This is an optimization exercise on Yosys and OpenROAD, whose aim is small area, a short achievable clock period and few clock cycles, not a production implementation. Function was checked by simulation only, so behaviour that the tests miss may differ from the original. Power is estimated from default activity; no workload was simulated.

$ cat flow/design.v
module ev3_framer #(
    parameter [31:0] MEM_SIZE   = 32'd4096,
    parameter [7:0]  SYS_BASE   = 8'h00,
    parameter [7:0]  CMD_BASE   = 8'h40,
    parameter [7:0]  INFO_BASE  = 8'h80,
    parameter [7:0]  DATA_BASE  = 8'hC0,
    parameter [2:0]  SUB_TYPE   = 3'd0,
    parameter [2:0]  SUB_MODES  = 3'd1,
    parameter [2:0]  SUB_SPEED  = 3'd2,
    parameter [2:0]  SUB_SELECT = 3'd3,
    parameter [2:0]  SUB_WRITE  = 3'd4
) (
    input  wire        clk,
    input  wire        rst,           
    input  wire        bus_we,
    input  wire [5:0]  bus_addr,
    input  wire [31:0] bus_wdata,
    output reg  [31:0] bus_rdata,     
    output wire        busy,          
    output wire        mem_req,
    output wire        mem_we,
    output wire [11:0] mem_addr,
    output wire [7:0]  mem_wdata,
    input  wire [7:0]  mem_rdata,
    input  wire        mem_gnt
);
    localparam [3:0] OP_SYS = 4'h0, OP_TYPE = 4'h1, OP_MODES = 4'h2,
                     OP_SPEED = 4'h3, OP_SELECT = 4'h4, OP_WRITE = 4'h5,
                     OP_NAME = 4'h6, OP_SPAN = 4'h7, OP_SYMBOL = 4'h8,
                     OP_FORMAT = 4'h9, OP_DATA = 4'hA, OP_CSUM = 4'hB,
                     OP_LOG2C = 4'hC, OP_LCODE = 4'hD, OP_PADSZ = 4'hE,
                     OP_WPAD = 4'hF;
    localparam [2:0] C_OK = 3'd0, C_EINVAL = 3'd1, C_EUNDEF = 3'd2,
                     C_EMEM = 3'd3, C_EOP = 3'd4;
    reg [31:0] cmd_q;
    reg [2:0]  code_q;
    reg        busy_q;
    reg        res_fail;       
    reg [7:0]  res_val;        
    reg [31:0] dest_q, src_q;
    reg [7:0]  len_q;
    reg [31:0] arga_q;
    reg [7:0]  argb_q;
    reg [31:0] word0_q, word1_q;
    reg        flags_q;
    assign busy = busy_q;
    always @(*) begin
        case (bus_addr[5:2])
            4'h0: bus_rdata = cmd_q;
            4'h1: bus_rdata = {23'd0, busy_q, 5'd0, code_q};
            4'h2: bus_rdata = {{24{res_fail}}, res_val};
            4'h3: bus_rdata = dest_q;
            4'h4: bus_rdata = src_q;
            4'h5: bus_rdata = {24'd0, len_q};
            4'h6: bus_rdata = arga_q;
            4'h7: bus_rdata = {24'd0, argb_q};
            4'h8: bus_rdata = word0_q;
            4'h9: bus_rdata = word1_q;
            4'hA: bus_rdata = {31'd0, flags_q};
            default: bus_rdata = 32'd0;
        endcase
    end
    wire cmd_wr = bus_we && (bus_addr[5:2] == 4'h0) && !busy_q;
    wire [3:0] op  = bus_wdata[3:0];
    wire       eop = |bus_wdata[31:4];
    wire [7:0] n   = len_q;
    wire       nz  = |n;
    wire       nul = flags_q;
    wire [2:0] m   = arga_q[2:0];
    wire [7:0] nm1 = n - 8'd1;
    wire [7:0] sm;
    assign sm[7] = nm1[7];
    genvar gi;
    generate
        for (gi = 6; gi >= 0; gi = gi - 1) begin : g_smear
            assign sm[gi] = nm1[gi] | sm[gi+1];
        end
    endgenerate
    wire [3:0] lg;
    assign lg[3] = sm[7];
    assign lg[2] = sm[3] & ~sm[7];
    assign lg[1] = (sm[1] & ~sm[3]) | (sm[5] & ~sm[7]);
    assign lg[0] = (sm[0] & ~sm[1]) | (sm[2] & ~sm[3]) | (sm[4] & ~sm[5]) | (sm[6] & ~sm[7]);
    wire [7:0] pad = ~nm1 & sm;
    wire [7:0] lc  = {1'b0, lg, 3'b000};
    wire [6:0] p32 = {1'b0, sm[5:0]} + 7'd1;    
    wire le8  = (n <= 8'd8);
    wire le24 = (n <= 8'd24);
    wire le32 = (n <= 8'd32);
    reg        inval, undef;
    reg [7:0]  nw;             
    reg        rd_op;          
    reg        frame_op;
    reg        has_cs;
    reg [3:0]  hlen;
    reg [7:0]  padn;           
    reg [7:0]  imm_val;        
    always @(*) begin
        inval = 1'b0; undef = 1'b0; nw = 8'd0; rd_op = 1'b0;
        frame_op = 1'b1; has_cs = 1'b1; hlen = 4'd0; padn = 8'd0; imm_val = 8'd0;
        case (op)
            OP_SYS:    begin nw = 8'd1; hlen = 4'd1; has_cs = 1'b0; end
            OP_TYPE:   begin nw = 8'd3; hlen = 4'd2; end
            OP_MODES:  begin nw = 8'd4; hlen = 4'd3; end
            OP_SPEED:  begin nw = 8'd6; hlen = 4'd5; end
            OP_SELECT: begin nw = 8'd3; hlen = 4'd2; end
            OP_WRITE: begin
                inval = !nz || !le24; undef = nul;
                nw = {1'b0, p32} + 8'd2; rd_op = 1'b1; hlen = 4'd1; padn = pad;
            end
            OP_NAME: begin
                inval = !nz || !le32 || nul;
                nw = {1'b0, p32} + 8'd3; rd_op = 1'b1; hlen = 4'd2; padn = pad;
            end
            OP_SPAN:   begin nw = 8'd11; hlen = 4'd10; end
            OP_SYMBOL: begin
                inval = !nz || !le8 || nul;
                nw = 8'd11; rd_op = 1'b1; hlen = 4'd2; padn = 8'd8 - n;
            end
            OP_FORMAT: begin nw = 8'd7; hlen = 4'd6; end
            OP_DATA: begin
                inval = !nz || !le32; undef = nul;
                nw = {1'b0, p32} + 8'd2; rd_op = 1'b1; hlen = 4'd1; padn = pad;
            end
            OP_CSUM: begin
                undef = nul && nz; rd_op = 1'b1; frame_op = 1'b0; has_cs = 1'b0;
                imm_val = 8'hFF;
            end
            OP_LOG2C: begin undef = !nz; frame_op = 1'b0; has_cs = 1'b0; imm_val = {4'd0, lg}; end
            OP_LCODE: begin undef = !nz; frame_op = 1'b0; has_cs = 1'b0; imm_val = lc; end
            OP_PADSZ: begin undef = !nz; frame_op = 1'b0; has_cs = 1'b0; imm_val = pad; end
            default: begin    
                undef = !nz; frame_op = 1'b0; has_cs = 1'b0; imm_val = pad;
                nw = pad; padn = pad;
            end
        endcase
    end
    wire        nwz = (nw != 8'd0);
    wire        nrz = rd_op && nz;
    wire [12:0] dend = {1'b0, dest_q[11:0]} + {5'd0, nw};
    wire [12:0] send = {1'b0, src_q[11:0]} + {5'd0, n};
    wire dest_bad = nwz && ((|dest_q[31:12]) || (dend > 13'd4096));
    wire src_bad  = nrz && ((|src_q[31:12]) || (send > 13'd4096));
    wire overlap  = nwz && nrz && ({1'b0, src_q[11:0]} < dend) && ({1'b0, dest_q[11:0]} < send);
    wire emem = dest_bad || src_bad || overlap;
    wire [2:0] chk_code = eop   ? C_EOP :
                          inval ? C_EINVAL :
                          undef ? C_EUNDEF :
                          emem  ? C_EMEM : C_OK;
    wire ok  = (chk_code == C_OK);
    wire go  = ok && (frame_op || nrz || nwz);
    reg        s_hdr, s_rd, s_wr, s_pad, s_cs;
    reg        l_csum, l_cs;
    reg [3:0]  hcnt;           
    reg [7:0]  ncnt;           
    reg [7:0]  pcnt;           
    reg [11:0] waddr, raddr;
    reg [7:0]  wd;             
    reg [71:0] hsr;            
    reg [7:0]  acc;
    reg [7:0]  fin;
    assign mem_req   = busy_q;
    assign mem_we    = !s_rd;
    assign mem_addr  = s_rd ? raddr : waddr;
    assign mem_wdata = wd;
    reg [7:0]  tag;
    reg [71:0] hbytes;
    always @(*) begin
        tag = 8'h00;
        hbytes = {word1_q, word0_q, 8'h00};
        case (op)
            OP_SYS:    tag = SYS_BASE | {5'd0, m};
            OP_TYPE:   begin tag = CMD_BASE | {5'd0, SUB_TYPE};   hbytes[7:0] = arga_q[7:0]; end
            OP_MODES:  begin tag = CMD_BASE | {5'd0, SUB_MODES} | 8'h08;
                             hbytes[15:0] = {5'd0, arga_q[10:8], 5'd0, m}; end
            OP_SPEED:  begin tag = CMD_BASE | {5'd0, SUB_SPEED} | 8'h10;
                             hbytes[31:0] = word0_q; end
            OP_SELECT: begin tag = CMD_BASE | {5'd0, SUB_SELECT}; hbytes[7:0] = {5'd0, m}; end
            OP_WRITE:  tag = CMD_BASE | {5'd0, SUB_WRITE} | lc;
            OP_NAME:   tag = INFO_BASE | {5'd0, m} | lc;
            OP_SPAN:   begin tag = INFO_BASE | {5'd0, m} | 8'h18;
                             hbytes[7:0] = arga_q[15:8]; end
            OP_SYMBOL: begin tag = INFO_BASE | {5'd0, m} | 8'h18; hbytes[7:0] = 8'h04; end
            OP_FORMAT: begin tag = INFO_BASE | {5'd0, m} | 8'h10;
                             hbytes[39:0] = {4'd0, argb_q[3:0], 4'd0, arga_q[27:24],
                                             6'd0, arga_q[17:16], 2'd0, arga_q[13:8], 8'h80}; end
            OP_DATA:   tag = DATA_BASE | {5'd0, m} | lc;
            default: ;
        endcase
    end
    wire xfer = busy_q && mem_gnt;
    wire h_last = (hcnt == 4'd1);
    wire n_last = (ncnt == 8'd1);
    wire p_last = (pcnt == 8'd1);
    wire n_more = (ncnt != 8'd0);
    wire p_more = (pcnt != 8'd0);
    wire [7:0] acc_nx = acc ^ (s_rd ? mem_rdata : (s_hdr ? wd : 8'h00));
    always @(posedge clk) begin
        if (rst) begin
            cmd_q    <= 32'd0;
            code_q   <= C_OK;
            busy_q   <= 1'b0;
            res_fail <= 1'b0;
            res_val  <= 8'd0;
            dest_q   <= 32'd0;
            src_q    <= 32'd0;
            len_q    <= 8'd0;
            arga_q   <= 32'd0;
            argb_q   <= 8'd0;
            word0_q  <= 32'd0;
            word1_q  <= 32'd0;
            flags_q  <= 1'b0;
        end else begin
            if (bus_we) begin
                case (bus_addr[5:2])
                    4'h3: dest_q  <= bus_wdata;
                    4'h4: src_q   <= bus_wdata;
                    4'h5: len_q   <= bus_wdata[7:0];
                    4'h6: arga_q  <= bus_wdata;
                    4'h7: argb_q  <= bus_wdata[7:0];
                    4'h8: word0_q <= bus_wdata;
                    4'h9: word1_q <= bus_wdata;
                    4'hA: flags_q <= bus_wdata[0];
                    default: ;
                endcase
            end
            if (cmd_wr) begin
                cmd_q <= bus_wdata;
                if (go) begin
                    busy_q <= 1'b1;
                end else begin
                    code_q   <= chk_code;
                    res_fail <= !ok;
                    res_val  <= ok ? imm_val : 8'hFF;
                end
            end
            if (xfer) begin
                if ((s_cs) ||
                    (s_hdr && h_last && !n_more && !p_more && !l_cs) ||
                    (s_rd && l_csum && n_last) ||
                    (s_pad && p_last && !l_cs)) begin
                    busy_q   <= 1'b0;
                    code_q   <= C_OK;
                    res_fail <= 1'b0;
                    res_val  <= l_csum ? acc_nx : fin;
                end
            end
        end
    end
    always @(posedge clk) begin
        if (cmd_wr) begin
            s_hdr  <= frame_op;
            s_rd   <= !frame_op && nrz;
            s_wr   <= 1'b0;
            s_pad  <= !frame_op && !nrz;
            s_cs   <= 1'b0;
            l_csum <= (op == OP_CSUM);
            l_cs   <= has_cs;
            hcnt   <= hlen;
            ncnt   <= rd_op ? n : 8'd0;
            pcnt   <= padn;
            waddr  <= dest_q[11:0];
            raddr  <= src_q[11:0];
            wd     <= tag;
            hsr    <= hbytes;
            acc    <= 8'hFF;
            fin    <= frame_op ? nw : pad;
        end else if (xfer) begin
            acc <= acc_nx;
            if (s_rd) raddr <= raddr + 12'd1;
            else      waddr <= waddr + 12'd1;
            if (s_hdr) begin
                hcnt <= hcnt - 4'd1;
                hsr  <= {8'h00, hsr[71:8]};
                if (!h_last) begin
                    wd <= hsr[7:0];
                end else begin
                    s_hdr <= 1'b0;
                    if (n_more)      begin s_rd <= 1'b1; end
                    else if (p_more) begin s_pad <= 1'b1; wd <= 8'h00; end
                    else             begin s_cs <= 1'b1; wd <= acc_nx; end
                end
            end
            if (s_rd) begin
                if (l_csum) begin
                    ncnt <= ncnt - 8'd1;
                end else begin
                    wd   <= mem_rdata;
                    s_rd <= 1'b0;
                    s_wr <= 1'b1;
                end
            end
            if (s_wr) begin
                ncnt <= ncnt - 8'd1;
                s_wr <= 1'b0;
                if (!n_last)     begin s_rd <= 1'b1; end
                else if (p_more) begin s_pad <= 1'b1; wd <= 8'h00; end
                else             begin s_cs <= 1'b1; wd <= acc_nx; end
            end
            if (s_pad) begin
                pcnt <= pcnt - 8'd1;
                if (p_last) begin
                    s_pad <= 1'b0;
                    s_cs  <= 1'b1;
                    wd    <= acc_nx;
                end
            end
        end
    end
endmodule
$ cat flow/run.sh
#!/bin/bash
# synth_recipe.tcl (not shown) runs the flow's synth.tcl, then flattens the netlist and writes it again
# the make line also repeats each setting of config.mk as NAME=value (left out here)
make -C /OpenROAD-flow-scripts/flow DESIGN_CONFIG=/design/flow/config.mk WORK_HOME=/design/flow/orfs CLKGATE_MAP_FILE= SYNTH_SCRIPT=/design/flow/synth_recipe.tcl finish
$ cat flow/config.mk
export PLATFORM = sky130hd
export DESIGN_NAME = ev3_framer
export DESIGN_NICKNAME = ev3_framer
export VERILOG_FILES = /design/flow/design.v
export SDC_FILE = /design/flow/constraint.sdc
export NUM_CORES = 4
export LEC_CHECK = 0
export CAP_MARGIN = 20
export CORE_MARGIN = 2
export CORE_UTILIZATION = 40
export SLEW_MARGIN = 20
$ cat flow/constraint.sdc
create_clock -name core_clock -period 8.0 [get_ports {clk}]
set_input_delay 1.6000 -clock core_clock [delete_from_list [all_inputs] [get_ports {clk}]]
set_output_delay 1.6000 -clock core_clock [all_outputs]
set_load 0.01 [all_outputs]
==> metrics.md, run 1 <==
| Metric | Value |
|---|---|
| Power share of the clock group | 45.2% |
| Worst Hold Launch | arga_q[28] |
| Synth async-reset ratio | 0% |
| Reg2reg start | len_q[0] |
| Pwr/cell area | 185 mW/mm^2 |
| Post-Synth XOR/XNOR Area | 3.07% |
| GRT met3 Usage | 5.69% |
| Slew HR | 25.9% |
| Reg clk slew, reported paths | 0.06 ns |
| Net Sw Frac | 26.4% |
| DR vias/cell | 6.05 |
| Starting Density | 40.5% |
| GRT met2 Usage | 43.0% |
| Cell area after layout | 0.0234 sq mm |
| Slew Limit Fails | 0 |
| Most common cell after layout, fill and taps aside | nand2_1 |
| Final HPWL from detailed placement | 53200 microns |
| CP max stage cell | or4_1 |
| DR DRC count | 0 |
| Fillers | 4940 |
| Count of final hold-check violations | 0 |
| Arr. time, crit path | 7.83 ns |
| Post-synth cell types | 85 |
| Largest net degree at the start of global routing | 120 |
| Slowest stage delay, CP | 0.56 ns |
| Vias in the first global route | 18300 |
| Avg Cell Area, Syn | 8.11 sq um |
| Fmax | 136 MHz |
| Met1 GRT Util | 41.2% |
| #FFs+latches synth | 369 |
| Sw power | 1.14 mW |
| Initial antenna violation count | 4 |
| Die ar. | 0.0525 sq mm |
| Bufs and invs on worst path | 4 |
| CP Class | reg -> reg |
| Chip Height | 229 microns |
| Sequential element share of the synthesized area | 43.2% |
| Core Box Area | 0.0501 sq mm |
| Clock Latency Late Sink | 0.60 ns |
| Area Growth Syn to Fin | 15.6% |
| Post-synth EDFFs | 137 |
| Mux share of post-synthesis cell area | 2.24% |
| CTS Hold Bufs | 0 |
| Total of max-cap violations | 0 |
| GPL Wtd Cong | 0.978 |
| Final ANT Viol Nets | 0 |
| Final min period | 7.36 ns |
| DRT Pass-1 Iters | 9 |
| Sequential power share | 46.1% |
| Maximum clock insertion buffer count | 3 |
| Compound-gate portion of the synthesized area | 22.1% |
| Simple-gate share of the synthesized area | 21.8% |
| CP Data Required Time | 8.47 ns |
| Area leader, netlist | dfxtp_1 |
| GRT busiest layer | met2 |
| Placed Area | 0.0220 sq mm |
| Vias | 19600 |
| Adder-Cell Fraction of Synth Area | 3.21% |
| Port Buffer Count | 102 |
| Die width | 229 microns |
| Cells after synthesis | 2497 |
| Final TNS setup | 0 ns |
| Synth area leaders | dfxtp_1, edfxtp_1, nand2_1 |
| Peak supply drop | 146 uV |
| First-pass GRT wire length | 117000 microns |
| Internal power | 3.19 mW |
| Fin Clk Skew | 0.0183 ns |
| Unrepaired setup endpoints after global routing | false |
| Final period utilization | 92.0% |
| Post-synth top flop | dfxtp_1 |
| Hold Crit Class | reg -> reg |
| Htree depth | 2 |
| Cell Area, Synth | 0.0203 sq mm |
| Top Ports | 105 |
| Yosys top cell area share | 22.9% |
| CTS tree | built |
| DRT iter0 DRCs | 2445 |
| Tot GR Track Use | 29.0% |
| Share of layout cells above drive strength 1 | 7.52% |
| Global route overflow | 0 |
| Sink Count | 369 |
| Worst-Margin Slew | 1.10 ns |
| CTS root buffer | clkbuf_16 |
| Nature of the critical path startpoint | register |
| CP endpoint kind | register |
| Final nets | 2632 |
| Multi-input logic area | 0.0107 sq mm |
| WL final | 77800 microns |
| Routed WL per cell | 24.0 microns |
| Reg area | 0.00876 sq mm |
| Setup violators final | 0 |
| Leak Pwr | 8.15 nW |
| CP Max Fanout | 8 |
| Row count | 82 |
| Ys Warns | 1 |
| Worst Setup SP | len_q[0] |
| Main combinational cell family by area after synthesis | compound AO/OA/AOI/OAI gates |
| CP top delay family | simple AND/OR/NAND/NOR gates |
| Status | finished clean |
| Most frequent cells in the layout | nand2_1, a21oi_1, dfxtp_1 |
| Combinational share of power | 8.7% |
| CTS buffer count | 43 |
## power groups by stage
stage | clock network, mW | logic, mW | registers, mW
2_1_floorplan | 0 | 0.214 | 2.03
3_3_place_gp | 0 | 0.364 | 2.04
3_5_place_dp | 0 | 0.366 | 2.04
4_1_cts | 1.98 | 0.367 | 2.00
5_1_grt | 2.05 | 0.405 | 2.00
6_report | 1.96 | 0.377 | 2.00
## through the flow
| step | worst slack, ns | util (%) | hold WS (ns) | cells | total power, mW |
|---|---|---|---|---|---|
| after floorplan | 0.899 | - | 0.429 | 2498 | 2.24 |
| after global placement | 0.292 | 43.9 | 0.442 | 3159 | 2.40 |
| after detailed placement | 0.271 | 44.0 | 0.447 | 3159 | 2.40 |
| after CTS | 0.490 | 46.7 | 0.455 | 3239 | 4.35 |
| after global routing | 0.113 | 46.8 | 0.469 | 3241 | 4.45 |
| final | 0.637 | 46.8 | 0.456 | 3241 | 4.34 |
## layout make-up
type,instances,area share (%)
repair buffers,168,6.49
well taps,672,3.59
clock inverters,20,0.903
inverters,49,0.807
multi-input cells,1901,45.8
clock buffers,60,5.00
flip-flops and latches,369,37.4
diodes,2,0.0214
## logic make-up after synthesis
| kind of cell | Yosys count |
|---|---|
| compound gates | 712 |
| simple gates | 1022 |
| other cells | 1 |
| mux | 43 |
| buf+inv | 228 |
| flops | 369 |
| xor+xnor | 71 |
| fa+ha+maj | 51 |
## per-layer routing
layer,vias to the layer above,wire length (microns)
met2,994,33500
met3,157,7490
met5,-,13
met4,2,2920
li1,9018,-
met1,9427,33900
## repair_timing
item                                    in CTS  in global routing
setup buffers                                0                  0
endpoints found under the setup margin       0                 12
gates resized for setup                      0                  3
## worst register-to-register path: cells and delay by family (launching register included)
kind,cells,cell delay (ns)
AND/OR/NAND/NOR,11,2.72
AO/OA/AOI/OAI,9,2.42
buffers and inverters,4,0.40
adder cells (fa/ha/maj),4,1.26
XOR/XNOR,1,0.16
flip-flops,1,0.31
## flip-flops by register name (all words and copies together), names as in the netlist, 3 cells and up
register	flops
dest_q	32
ncnt	8
waddr	12
raddr	12
cmd_q	32
hsr	72
hcnt	4
fin	8
src_q	32
word0_q	32
code_q	3
wd	8
word1_q	32
arga_q	32
len_q	8
acc	8
argb_q	8
res_val	8
pcnt	8
## final timing paths
kind | end | slack [ns] | cells after the start
worst max-delay path | res_val[0] | 0.64 | 29
worst min-delay path | arga_q[28] | 0.46 | 2
worst max register to register | res_val[0] | 0.64 | 29
worst min register to register | arga_q[28] | 0.46 | 2
## Yosys cell counts (all sizes together), types with 7 or more instances
library cell	count
o22ai	11
mux2i	25
a22o	8
buf	19
o21ai	128
and2	19
xnor2	34
nand2	639
xor2	37
nor3	26
mux2	18
o211ai	13
a21oi	289
o221a	9
a211oi	9
o31ai	8
nor2	147
a31oi	29
ha	48
edfxtp	137
nand2b	16
inv	46
a21o	12
a221oi	25
or4	8
and3	24
a22oi	113
nand3	39
clkbuf	160
dfxtp	232
nor4	28
a222oi	7
nand4	33
nor2b	16
Testbench counts, summed over its fixed seeds: cycles 97,987.
==> inputs of run 2 (changes only) <==
--- a/flow/design.v
+++ b/flow/design.v
@@ -70,12 +70,13 @@
     wire [7:0] nm1 = n - 8'd1;
     wire [7:0] sm;
     assign sm[7] = nm1[7];
-    genvar gi;
-    generate
-        for (gi = 6; gi >= 0; gi = gi - 1) begin : g_smear
-            assign sm[gi] = nm1[gi] | sm[gi+1];
-        end
-    endgenerate
+    assign sm[6] = |nm1[7:6];
+    assign sm[5] = |nm1[7:5];
+    assign sm[4] = |nm1[7:4];
+    assign sm[3] = |nm1[7:3];
+    assign sm[2] = |nm1[7:2];
+    assign sm[1] = |nm1[7:1];
+    assign sm[0] = |nm1[7:0];
     wire [3:0] lg;
     assign lg[3] = sm[7];
     assign lg[2] = sm[3] & ~sm[7];
@@ -83,72 +84,99 @@
     assign lg[0] = (sm[0] & ~sm[1]) | (sm[2] & ~sm[3]) | (sm[4] & ~sm[5]) | (sm[6] & ~sm[7]);
     wire [7:0] pad = ~nm1 & sm;
     wire [7:0] lc  = {1'b0, lg, 3'b000};
-    wire [6:0] p32 = {1'b0, sm[5:0]} + 7'd1;    
+    wire hi0 = ~|n[7:6];
+    wire p1  = hi0 && (n[5:0] == 6'd1);
+    wire p2  = hi0 && (n[5:0] == 6'd2);
+    wire p4  = hi0 && (n[5:0] == 6'd3 || n[5:0] == 6'd4);
+    wire p8  = hi0 && (n[5:3] == 3'd0 && n[2:0] >= 3'd5 || n[5:0] == 6'd8);
+    wire p16 = hi0 && (n[5:4] == 2'd0 && n[3] && n[2:0] != 3'd0 || n[5:0] == 6'd16);
+    wire p32 = hi0 && (n[5:4] == 2'd1 && n[3:0] != 4'd0 || n[5:0] == 6'd32);
+    wire [5:0] pv = {p32, p16, p8, p4, p2, p1};
     wire le8  = (n <= 8'd8);
     wire le24 = (n <= 8'd24);
     wire le32 = (n <= 8'd32);
-    reg        inval, undef;
-    reg [7:0]  nw;             
+    wire [11:0] d   = dest_q[11:0];
+    wire [11:0] s   = src_q[11:0];
+    wire        dlo = ~|dest_q[31:12];
+    wire        slo = ~|src_q[31:12];
+    wire df1  = dlo && (d <= 12'd4095);
+    wire df3  = dlo && (d <= 12'd4093);
+    wire df4  = dlo && (d <= 12'd4092);
+    wire df6  = dlo && (d <= 12'd4090);
+    wire df7  = dlo && (d <= 12'd4089);
+    wire df11 = dlo && (d <= 12'd4085);
+    wire dfp2 = dlo && |(pv & {d <= 12'd4062, d <= 12'd4078, d <= 12'd4086,
+                               d <= 12'd4090, d <= 12'd4092, d <= 12'd4093});
+    wire dfp3 = dlo && |(pv & {d <= 12'd4061, d <= 12'd4077, d <= 12'd4085,
+                               d <= 12'd4089, d <= 12'd4091, d <= 12'd4092});
+    wire dfpd = dlo && (d[11:7] != 5'h1F || ({1'b0, d[6:0]} + pad) <= 8'd128);
+    wire sf   = slo && (s[11:8] != 4'hF || ({1'b0, s[7:0]} + {1'b0, n}) <= 9'd256);
+    wire [12:0] sd = {1'b0, s} - {1'b0, d};
+    wire [12:0] ds = {1'b0, d} - {1'b0, s};
+    wire sd_small = sd[12] || (sd[11:6] == 6'd0);        
+    wire ds_lt_n  = !ds[12] && (ds[11:6] == 6'd0) && (ds[5:0] < n[5:0]) || sd[12] == 1'b0 && ds[12];
+    wire [5:0] sdl = sd[5:0];
+    wire ov2  = ds_lt_n && (sd[12] || sd_small &&
+                |(pv & {sdl < 6'd34, sdl < 6'd18, sdl < 6'd10, sdl < 6'd6, sdl < 6'd4, sdl < 6'd3}));
+    wire ov3  = ds_lt_n && (sd[12] || sd_small &&
+                |(pv & {sdl < 6'd35, sdl < 6'd19, sdl < 6'd11, sdl < 6'd7, sdl < 6'd5, sdl < 6'd4}));
+    wire ov11 = ds_lt_n && (sd[12] || sd_small && (sdl < 6'd11));
+    reg [2:0] opc [0:15];
+    always @(*) begin
+        opc[OP_SYS]    = df1  ? C_OK : C_EMEM;
+        opc[OP_TYPE]   = df3  ? C_OK : C_EMEM;
+        opc[OP_MODES]  = df4  ? C_OK : C_EMEM;
+        opc[OP_SPEED]  = df6  ? C_OK : C_EMEM;
+        opc[OP_SELECT] = df3  ? C_OK : C_EMEM;
+        opc[OP_WRITE]  = (!nz || !le24) ? C_EINVAL : nul ? C_EUNDEF :
+                         (dfp2 && sf && !ov2) ? C_OK : C_EMEM;
+        opc[OP_NAME]   = (!nz || !le32 || nul) ? C_EINVAL :
+                         (dfp3 && sf && !ov3) ? C_OK : C_EMEM;
+        opc[OP_SPAN]   = df11 ? C_OK : C_EMEM;
+        opc[OP_SYMBOL] = (!nz || !le8 || nul) ? C_EINVAL :
+                         (df11 && sf && !ov11) ? C_OK : C_EMEM;
+        opc[OP_FORMAT] = df7  ? C_OK : C_EMEM;
+        opc[OP_DATA]   = (!nz || !le32) ? C_EINVAL : nul ? C_EUNDEF :
+                         (dfp2 && sf && !ov2) ? C_OK : C_EMEM;
+        opc[OP_CSUM]   = (nul && nz) ? C_EUNDEF : (!nz || sf) ? C_OK : C_EMEM;
+        opc[OP_LOG2C]  = nz ? C_OK : C_EUNDEF;
+        opc[OP_LCODE]  = nz ? C_OK : C_EUNDEF;
+        opc[OP_PADSZ]  = nz ? C_OK : C_EUNDEF;
+        opc[OP_WPAD]   = !nz ? C_EUNDEF : (pad == 8'd0 || dfpd) ? C_OK : C_EMEM;
+    end
     reg        rd_op;          
-    reg        frame_op;
+    reg        frame_op;       
     reg        has_cs;
-    reg [3:0]  hlen;
+    reg [3:0]  hlen;           
     reg [7:0]  padn;           
-    reg [7:0]  imm_val;        
+    reg [7:0]  fin_v;          
     always @(*) begin
-        inval = 1'b0; undef = 1'b0; nw = 8'd0; rd_op = 1'b0;
-        frame_op = 1'b1; has_cs = 1'b1; hlen = 4'd0; padn = 8'd0; imm_val = 8'd0;
+        rd_op = 1'b0; frame_op = 1'b1; has_cs = 1'b1; hlen = 4'd0; padn = 8'd0;
+        fin_v = 8'd0;
         case (op)
-            OP_SYS:    begin nw = 8'd1; hlen = 4'd1; has_cs = 1'b0; end
-            OP_TYPE:   begin nw = 8'd3; hlen = 4'd2; end
-            OP_MODES:  begin nw = 8'd4; hlen = 4'd3; end
-            OP_SPEED:  begin nw = 8'd6; hlen = 4'd5; end
-            OP_SELECT: begin nw = 8'd3; hlen = 4'd2; end
-            OP_WRITE: begin
-                inval = !nz || !le24; undef = nul;
-                nw = {1'b0, p32} + 8'd2; rd_op = 1'b1; hlen = 4'd1; padn = pad;
-            end
-            OP_NAME: begin
-                inval = !nz || !le32 || nul;
-                nw = {1'b0, p32} + 8'd3; rd_op = 1'b1; hlen = 4'd2; padn = pad;
-            end
-            OP_SPAN:   begin nw = 8'd11; hlen = 4'd10; end
-            OP_SYMBOL: begin
-                inval = !nz || !le8 || nul;
-                nw = 8'd11; rd_op = 1'b1; hlen = 4'd2; padn = 8'd8 - n;
-            end
-            OP_FORMAT: begin nw = 8'd7; hlen = 4'd6; end
-            OP_DATA: begin
-                inval = !nz || !le32; undef = nul;
-                nw = {1'b0, p32} + 8'd2; rd_op = 1'b1; hlen = 4'd1; padn = pad;
-            end
-            OP_CSUM: begin
-                undef = nul && nz; rd_op = 1'b1; frame_op = 1'b0; has_cs = 1'b0;
-                imm_val = 8'hFF;
-            end
-            OP_LOG2C: begin undef = !nz; frame_op = 1'b0; has_cs = 1'b0; imm_val = {4'd0, lg}; end
-            OP_LCODE: begin undef = !nz; frame_op = 1'b0; has_cs = 1'b0; imm_val = lc; end
-            OP_PADSZ: begin undef = !nz; frame_op = 1'b0; has_cs = 1'b0; imm_val = pad; end
-            default: begin    
-                undef = !nz; frame_op = 1'b0; has_cs = 1'b0; imm_val = pad;
-                nw = pad; padn = pad;
-            end
+            OP_SYS:    begin fin_v = 8'd1; hlen = 4'd1; has_cs = 1'b0; end
+            OP_TYPE:   begin fin_v = 8'd3; hlen = 4'd2; end
+            OP_MODES:  begin fin_v = 8'd4; hlen = 4'd3; end
+            OP_SPEED:  begin fin_v = 8'd6; hlen = 4'd5; end
+            OP_SELECT: begin fin_v = 8'd3; hlen = 4'd2; end
+            OP_WRITE:  begin fin_v = {2'd0, pv} + 8'd2; rd_op = 1'b1; hlen = 4'd1; padn = pad; end
+            OP_NAME:   begin fin_v = {2'd0, pv} + 8'd3; rd_op = 1'b1; hlen = 4'd2; padn = pad; end
+            OP_SPAN:   begin fin_v = 8'd11; hlen = 4'd10; end
+            OP_SYMBOL: begin fin_v = 8'd11; rd_op = 1'b1; hlen = 4'd2; padn = 8'd8 - n; end
+            OP_FORMAT: begin fin_v = 8'd7; hlen = 4'd6; end
+            OP_DATA:   begin fin_v = {2'd0, pv} + 8'd2; rd_op = 1'b1; hlen = 4'd1; padn = pad; end
+            OP_CSUM:   begin fin_v = 8'hFF; rd_op = 1'b1; frame_op = 1'b0; has_cs = 1'b0; end
+            OP_LOG2C:  begin fin_v = {4'd0, lg}; frame_op = 1'b0; has_cs = 1'b0; end
+            OP_LCODE:  begin fin_v = lc; frame_op = 1'b0; has_cs = 1'b0; end
+            OP_PADSZ:  begin fin_v = pad; frame_op = 1'b0; has_cs = 1'b0; end
+            default:   begin fin_v = pad; frame_op = 1'b0; has_cs = 1'b0; padn = pad; end
         endcase
     end
-    wire        nwz = (nw != 8'd0);
-    wire        nrz = rd_op && nz;
-    wire [12:0] dend = {1'b0, dest_q[11:0]} + {5'd0, nw};
-    wire [12:0] send = {1'b0, src_q[11:0]} + {5'd0, n};
-    wire dest_bad = nwz && ((|dest_q[31:12]) || (dend > 13'd4096));
-    wire src_bad  = nrz && ((|src_q[31:12]) || (send > 13'd4096));
-    wire overlap  = nwz && nrz && ({1'b0, src_q[11:0]} < dend) && ({1'b0, dest_q[11:0]} < send);
-    wire emem = dest_bad || src_bad || overlap;
-    wire [2:0] chk_code = eop   ? C_EOP :
-                          inval ? C_EINVAL :
-                          undef ? C_EUNDEF :
-                          emem  ? C_EMEM : C_OK;
+    wire [2:0] chk_code = eop ? C_EOP : opc[op];
     wire ok  = (chk_code == C_OK);
-    wire go  = ok && (frame_op || nrz || nwz);
+    wire nrz = rd_op && nz;
+    wire go  = ok && (frame_op || nrz || (padn != 8'd0));
+    wire [7:0] imm_val = fin_v;
     reg        s_hdr, s_rd, s_wr, s_pad, s_cs;
     reg        l_csum, l_cs;
     reg [3:0]  hcnt;           
@@ -248,7 +276,7 @@
         end
     end
     always @(posedge clk) begin
-        if (cmd_wr) begin
+        if (!busy_q) begin
             s_hdr  <= frame_op;
             s_rd   <= !frame_op && nrz;
             s_wr   <= 1'b0;
@@ -264,7 +292,7 @@
             wd     <= tag;
             hsr    <= hbytes;
             acc    <= 8'hFF;
-            fin    <= frame_op ? nw : pad;
+            fin    <= fin_v;
         end else if (xfer) begin
             acc <= acc_nx;
             if (s_rd) raddr <= raddr + 12'd1;
--- a/flow/config.mk
+++ b/flow/config.mk
@@ -8,4 +8,5 @@
 export CAP_MARGIN = 20
 export CORE_MARGIN = 2
 export CORE_UTILIZATION = 40
+export SETUP_SLACK_MARGIN = 3.6
 export SLEW_MARGIN = 20
==> metrics.md, run 2 <==
| Metric | Value |
|---|---|
| Yosys top cell area share | 21.4% |
| Sink Count | 369 |
| Area leader, netlist | dfxtp_1 |
| Vias in the first global route | 20800 |
| Most frequent cells in the layout | nand2_1, a21oi_1, dfxtp_1 |
| CTS tree | built |
| Reg2reg start | len_q[5] |
| CP max stage cell | nor4_4 |
| Count of final hold-check violations | 0 |
| DR vias/cell | 6.34 |
| Post-synth cell types | 96 |
| CTS buffer count | 41 |
| Slew HR | 28.5% |
| Vias | 22300 |
| Arr. time, crit path | 3.21 ns |
| Global route overflow | 0 |
| GPL Wtd Cong | 0.968 |
| Row count | 85 |
| Top Ports | 105 |
| Worst-Margin Slew | 1.07 ns |
| Routed WL per cell | 25.4 microns |
| Initial antenna violation count | 3 |
| Most common cell after layout, fill and taps aside | nand2_1 |
| Avg Cell Area, Syn | 8.16 sq um |
| CP top delay family | buffers and inverters |
| Post-synth EDFFs | 137 |
| CP Class | in -> out |
| Setup violators final | 0 |
| Chip Height | 237 microns |
| Unrepaired setup endpoints after global routing | true |
| Status | finished clean |
| CTS Hold Bufs | 0 |
| Largest Register | hsr |
| Peak supply drop | 162 uV |
| CTS root buffer | clkbuf_16 |
| Max reg flops | 72 |
| Clock Latency Late Sink | 0.59 ns |
| Final HPWL from detailed placement | 58400 microns |
| Reg area | 0.00879 sq mm |
| Worst Hold Launch | cmd_q[8] |
| Final period utilization | 60.2% |
| Hold Crit Class | reg -> reg |
| Synth async-reset ratio | 0% |
| Leak Pwr | 9.73 nW |
| Reg clk slew, reported paths | 0.06 ns |
| Nature of the critical path startpoint | input pin |
| Pwr/cell area | 166 mW/mm^2 |
| DR DRC count | 0 |
| Tot GR Track Use | 30.6% |
| Hold Crit Depth | 2 |
| Commonest cells in the netlist | nand2_1, a21oi_1, dfxtp_1 |
| WL final | 89400 microns |
| Cells after synthesis | 2665 |
| Critical-path cell list | buf_8, buf_12, buf_6, nor4_4, buf_6, buf_12, buf_16, a22oi_2, nand4_1, buf_2 |
| Area Growth Syn to Fin | 22.9% |
| Fmax | 208 MHz |
| Slowest stage delay, CP | 0.36 ns |
| Total of max-cap violations | 0 |
| DRT Pass-1 Iters | 6 |
| First-pass GRT wire length | 132000 microns |
| Ys Warns | 2 |
| Core Box Area | 0.0538 sq mm |
| CP Data Required Time | 6.40 ns |
| Final min period | 4.81 ns |
| #FFs+latches synth | 369 |
| Share of layout cells above drive strength 1 | 16.5% |
| Fin Clk Skew | 0.0257 ns |
| CP endpoint kind | output port |
| Die ar. | 0.0563 sq mm |
| Slew Limit Fails | 0 |
| Final nets | 2896 |
| Reg-to-Reg End | code_q[1] |
| Maximum clock insertion buffer count | 3 |
| Die width | 237 microns |
| Port Buffer Count | 102 |
| Util after Layout | 49.7% |
| Reg2Reg Setup Slack | 3.37 ns |
| Largest net degree at the start of global routing | 122 |
| Synth area leaders | dfxtp_1, edfxtp_1, nand2_1 |
| Post-synth top flop | dfxtp_1 |
| Sequential element share of the synthesized area | 40.3% |
| Htree depth | 2 |
| DRT iter0 DRCs | 2809 |
| Starting Density | 40.4% |
| Cell Area, Synth | 0.0217 sq mm |
| Count leader, synth | nand2_1 |
| Fillers | 5019 |
| Final TNS setup | 0 ns |
| Hold EP | cmd_q[8] |
| Final ANT Viol Nets | 0 |
| Multi-input logic area | 0.0127 sq mm |
| Worst Reg-to-Reg Cells | 20 |
| CP Max Fanout | 6 |
| Bufs and invs on worst path | 7 |
run 2: cell count changes in the layout (fill, tap and decap cells not counted), moves of 17 or more:
cell / delta
mux2_2: +29
clkdlybuf4s50_1: -40
nand2_1: -69
buf_12: +24
a21oi_1: +25
buf_4: +37
buf_2: +33
a22oi_2: +33
nor3_1: +17
a22oi_1: -23
buf_6: +23
inv_1: +18
run 2: logic make-up (layout without fill, tap and decap cells):
family | count (synthesis) | after routing | share of synthesized area, %
adder cells (fa/ha/maj) | 64 | 64 | 3.82
flip-flops | 369 | 369 | 40.3
XOR/XNOR | 66 | 66 | 2.66
multiplexers | 82 | 82 | 4.04
AO/OA/AOI/OAI | 813 | 813 | 23.7
buffers and inverters | 260 | 409 | 4.71
AND/OR/NAND/NOR | 1011 | 1012 | 20.8
other | 0 | 2 | 0
run 2: worst register-to-register path: stages (launching register included):
cell and delay [ns]:
dfxtp_1 0.32, buf_12 0.13, buf_4 0.16, nor4_4 0.32, and3_2 0.31, nor2_4 0.06, and2_4 0.20, buf_4 0.15
nor3_4 0.34, ha_1 0.35, o21ai_1 0.15, o21bai_1 0.11, a211oi_1 0.22, a21oi_1 0.07, or4_4 0.53, nand4_4 0.12
and3b_2 0.25, a41oi_4 0.17, buf_6 0.16, o21ai_4 0.25, a32o_1 0.21
run 2: cell type report:
| type | count | share of cell area (%) |
|---|---|---|
| Sequential cell | 369 | 32.9 |
| Clock buffer | 59 | 4.43 |
| Clock inverter | 17 | 0.524 |
| Multi-Input combinational cell | 2037 | 47.6 |
| Tap cell | 696 | 3.26 |
| Antenna cell | 2 | 0.0187 |
| Timing Repair Buffer | 265 | 10.2 |
| Inverter | 68 | 1.01 |
run 2: layer usage:
layer / up-vias / global-route usage [%] / wire, microns
li1: 9918 / - / -
met2: 1401 / 49.6 / 40700
met3: 290 / 5.86 / 8550
met4: 2 / 16.4 / 5340
met1: 10600 / 38.8 / 34800
met5: - / 0 / 17
run 2: where the power goes:
part           switching, mW  internal (mW)  total, mW
registers             0.0325           1.97       2.00
clock network          0.830           1.07       1.90
logic                  0.333          0.198      0.532
run 2: worst max-delay path by stage:
stage | from | to | depth (start not counted)
3_5_place_dp | bus_addr[2] | bus_rdata[6] | 9
6_report | bus_addr[3] | bus_rdata[10] | 10
5_1_grt | bus_addr[5] | bus_rdata[2] | 8
2_1_floorplan | bus_addr[4] | bus_rdata[9] | 7
3_3_place_gp | bus_addr[2] | bus_rdata[0] | 6
4_1_cts | bus_addr[3] | bus_rdata[14] | 10
run 2: repair_timing:
item,in CTS,in global routing
setup buffers,85,22
pin swaps,79,32
endpoints found under the setup margin,45,45
gates resized for setup,295,50
gates cloned,11,1
run 2: through the flow:
stage	std cells	hold slack, ns	area, sq um	power (mW)	worst slack (ns)
finish	3513	0.459	26700	4.43	3.19
global route	3511	0.486	26700	4.54	3.17
CTS	3487	0.457	26300	4.40	3.29
detailed placement	3315	0.449	23400	2.48	1.51
global placement	3315	0.443	23400	2.47	1.54
floorplan	2665	0.429	22000	2.30	3.60
Testbench counts of run 2, summed over its fixed seeds: cycles 97,987.
==> inputs of run 3 (changes only) <==
--- a/flow/config.mk
+++ b/flow/config.mk
@@ -8,5 +8,4 @@
 export CAP_MARGIN = 20
 export CORE_MARGIN = 2
 export CORE_UTILIZATION = 40
-export SETUP_SLACK_MARGIN = 3.6
 export SLEW_MARGIN = 20
==> metrics.md, run 3 <==
| Metric | Value |
|---|---|
| Row count | 85 |
| Placed Cells | 3313 |
| Htree depth | 2 |
| Reg2Reg Setup Slack | 1.71 ns |
| Routed WL per cell | 24.6 microns |
| Die ar. | 0.0563 sq mm |
| Fillers | 5370 |
| DRT Pass-1 Iters | 6 |
| Peak supply drop | 138 uV |
| DRT iter0 DRCs | 2364 |
| Slowest stage delay, CP | 0.70 ns |
| #FFs+latches synth | 369 |
| First-pass GRT wire length | 125000 microns |
| DR vias/cell | 6.24 |
| GPL Wtd Cong | 0.943 |
| CTS root buffer | clkbuf_16 |
| Setup violators final | 0 |
| Max reg flops | 72 |
| Share of layout cells above drive strength 1 | 7.68% |
| WL final | 83700 microns |
| Area Growth Syn to Fin | 13.7% |
| Resize count post-CTS | 0 |
| Unrepaired setup endpoints after global routing | false |
| CTS buffer count | 43 |
| Reg2reg start | len_q[1] |
| Placement Setup Slack | 1.35 ns |
| CP top delay family | buffers and inverters |
| Final Power | 4.43 mW |
| Main combinational cell family by area after synthesis | compound AO/OA/AOI/OAI gates |
| Final TNS setup | 0 ns |
| Avg Cell Area, Syn | 8.16 sq um |
| Total of max-cap violations | 0 |
| Count of final hold-check violations | 0 |
| Fin Clk Skew | 0.0252 ns |
| Final ANT Viol Nets | 0 |
| Core Box Area | 0.0538 sq mm |
| CP endpoint kind | output port |
| Sequential element share of the synthesized area | 40.3% |
| Worst-Margin Slew | 1.08 ns |
| Adder-Cell Fraction of Synth Area | 3.82% |
| Post-Synth XOR/XNOR Area | 2.66% |
| Chip Height | 237 microns |
| Final period utilization | 83.5% |
| CP Class | in -> out |
| # Post-CTS Setup Buffers | 0 |
| Mux share of post-synthesis cell area | 4.04% |
| CP Max Fanout | 24 |
| Most common cell after layout, fill and taps aside | nand2_1 |
| Post-Layout Cell Count | 3396 |
| Starting Density | 40.4% |
| Setup ws final | 1.32 ns |
| Vias | 21200 |
| Sink Count | 369 |
| Yosys top cell area share | 21.4% |
| Slew Limit Fails | 0 |
| Arr. time, crit path | 5.08 ns |
| CTS tree | built |
| Final min period | 6.68 ns |
| Commonest cells in the netlist | nand2_1, a21oi_1, dfxtp_1 |
| Largest net degree at the start of global routing | 144 |
| Die width | 237 microns |
| Area leader, netlist | dfxtp_1 |
| Synth area leaders | dfxtp_1, edfxtp_1, nand2_1 |
| Reg-to-Reg End | busy_q |
| Vias in the first global route | 20100 |
| Critical path depth | 10 |
| Ys Warns | 2 |
| DR DRC count | 0 |
| Pwr/cell area | 179 mW/mm^2 |
| Status | finished clean |
| Count leader, synth | nand2_1 |
| Bufs and invs on worst path | 4 |
| Leak Pwr | 8.77 nW |
| CTS Hold Bufs | 0 |
| Reg clk slew, reported paths | 0.06 ns |
| Tot GR Track Use | 29.0% |
| Clock Latency Late Sink | 0.58 ns |
| Simple-gate share of the synthesized area | 20.8% |
| CP max stage cell | clkdlybuf4s50_1 |
| CP Data Required Time | 6.40 ns |
| Synth async-reset ratio | 0% |
| Final HPWL from detailed placement | 58900 microns |
| Global route overflow | 0 |
| End point of the critical path | bus_rdata[6] |
| Worst Setup SP | bus_addr[3] |
| Multi-input logic area | 0.0121 sq mm |
| Post-synth EDFFs | 137 |
| Top Ports | 105 |
| Cells after synthesis | 2665 |
| Initial antenna violation count | 0 |
| Hold Crit Class | reg -> reg |
| Port Buffer Count | 102 |
| Critical-path cell list | clkdlybuf4s50_1, buf_4, nand2b_1, nor2_2, buf_4, a22oi_1, nand2_1, a221oi_1, o21ai_0, clkdlybuf4s50_1 |
| Slew HR | 27.8% |
| Post-synth top flop | dfxtp_1 |
| Reg area | 0.00876 sq mm |
| Worst Reg-to-Reg Cells | 18 |
| Fmax | 150 MHz |
| Nature of the critical path startpoint | input pin |
| Largest Register | hsr |
| Maximum clock insertion buffer count | 3 |
| Most frequent cells in the layout | nand2_1, a21oi_1, dfxtp_1 |
| Final nets | 2777 |
| Compound-gate portion of the synthesized area | 23.7% |
| Post-synth cell types | 96 |
| Cell Area, Synth | 0.0217 sq mm |
-- run 3: how the worst min path moves through the flow --
stage / start / to / slack (ns) / cells after the start
2_1_floorplan: res_fail / res_fail / 0.43 / 2
3_3_place_gp: cmd_q[1] / cmd_q[1] / 0.44 / 2
3_5_place_dp: cmd_q[17] / cmd_q[17] / 0.45 / 2
4_1_cts: cmd_q[17] / cmd_q[17] / 0.46 / 2
5_1_grt: cmd_q[28] / cmd_q[28] / 0.47 / 2
6_report: arga_q[20] / arga_q[20] / 0.46 / 2
-- run 3: cell type report --
| type | count | share of cell area, % |
|---|---|---|
| clock inverters | 11 | 0.329 |
| repair buffers | 145 | 5.44 |
| inverters | 68 | 1.03 |
| multi-input cells | 2036 | 48.8 |
| diodes | 3 | 0.0304 |
| clock buffers | 68 | 5.44 |
| well taps | 696 | 3.52 |
| flip-flops and latches | 369 | 35.4 |
-- run 3: layer usage --
metal	vias up	wire [microns]	global-route usage, %
met4	0	4570	14.9
met2	1082	38100	46.6
met3	223	6460	4.48
met5	-	0	0
li1	9656	-	-
met1	10200	34600	37.9
-- run 3: power breakdown --
part / switching (mW) / leakage (nW) / internal [mW]
clock: 0.823 / 0.702 / 1.16
sequential: 0.0316 / 3.54 / 1.97
combinational: 0.299 / 4.53 / 0.150
total: 1.15 / 8.77 / 3.28
-- run 3: per-stage QoR --
stage | hold slack, ns | util [%] | area (sq um)
2_1_floorplan | 0.429 | - | 21700
6_report | 0.456 | 46.0 | 24700
4_1_cts | 0.457 | 45.9 | 24700
3_3_place_gp | 0.443 | 43.2 | 23300
3_5_place_dp | 0.448 | 43.2 | 23300
5_1_grt | 0.473 | 45.9 | 24700
-- run 3: worst reg2reg max path: stages, from the launching register on --
cell and delay (ns):
dfxtp_1 0.83, inv_1 0.32, ha_1 0.50, o21ba_2 0.40, o211ai_1 0.17, a32oi_4 0.37, and2_1 0.36, a31oi_1 0.24
ha_1 0.29, fa_1 0.40, xor2_1 0.15, nor3_1 0.23, o2111ai_1 0.16, or4_1 0.50, nand4_2 0.14, and3b_2 0.28
a41oi_4 0.22, or3_1 0.48, a21oi_1 0.17
-- run 3: cell families after synthesis --
| kind of cell | Yosys count |
|---|---|
| flops | 369 |
| xor+xnor | 66 |
| buf+inv | 260 |
| simple gates | 1011 |
| compound gates | 813 |
| fa+ha+maj | 64 |
| mux | 82 |

static timing again, ports no longer ideal:
How much do the figures lean on ideal ports? The routed layouts below were timed once more, with nothing changed but the port constraints.
Step 1 sets driving cells, clkbuf_16 on the clock port and buf_2 on the other inputs (assumed; they add their load-dependent delay and slew).
Step 2 also shifts input and output timing later by t, the mid clock arrival at the registers, as if the neighbouring blocks saw the same clock.
Slacks: ideal / step 1 / step 2; pairs: ideal / step 1.
run | shift t [ns] | slack for setup (ns) | latest minus earliest clock arrival (ns) | slew at the worst register clock pin (ns)
run 1 | 0.645 | 0.637 / 0.637 / 0.146 | 0.020 / 0.020 | 0.06 / 0.06
run 2 | 0.630 | 3.187 / 3.148 / 2.753 | 0.032 / 0.032 | 0.07 / 0.07
run 3 | 0.626 | 1.318 / 1.278 / 1.278 | 0.032 / 0.032 | 0.06 / 0.06
After both steps every run listed still meets setup and hold. The setup slack of run 1, which loses most, moves by 0.000 ns with the drivers and by -0.491 ns with both steps.
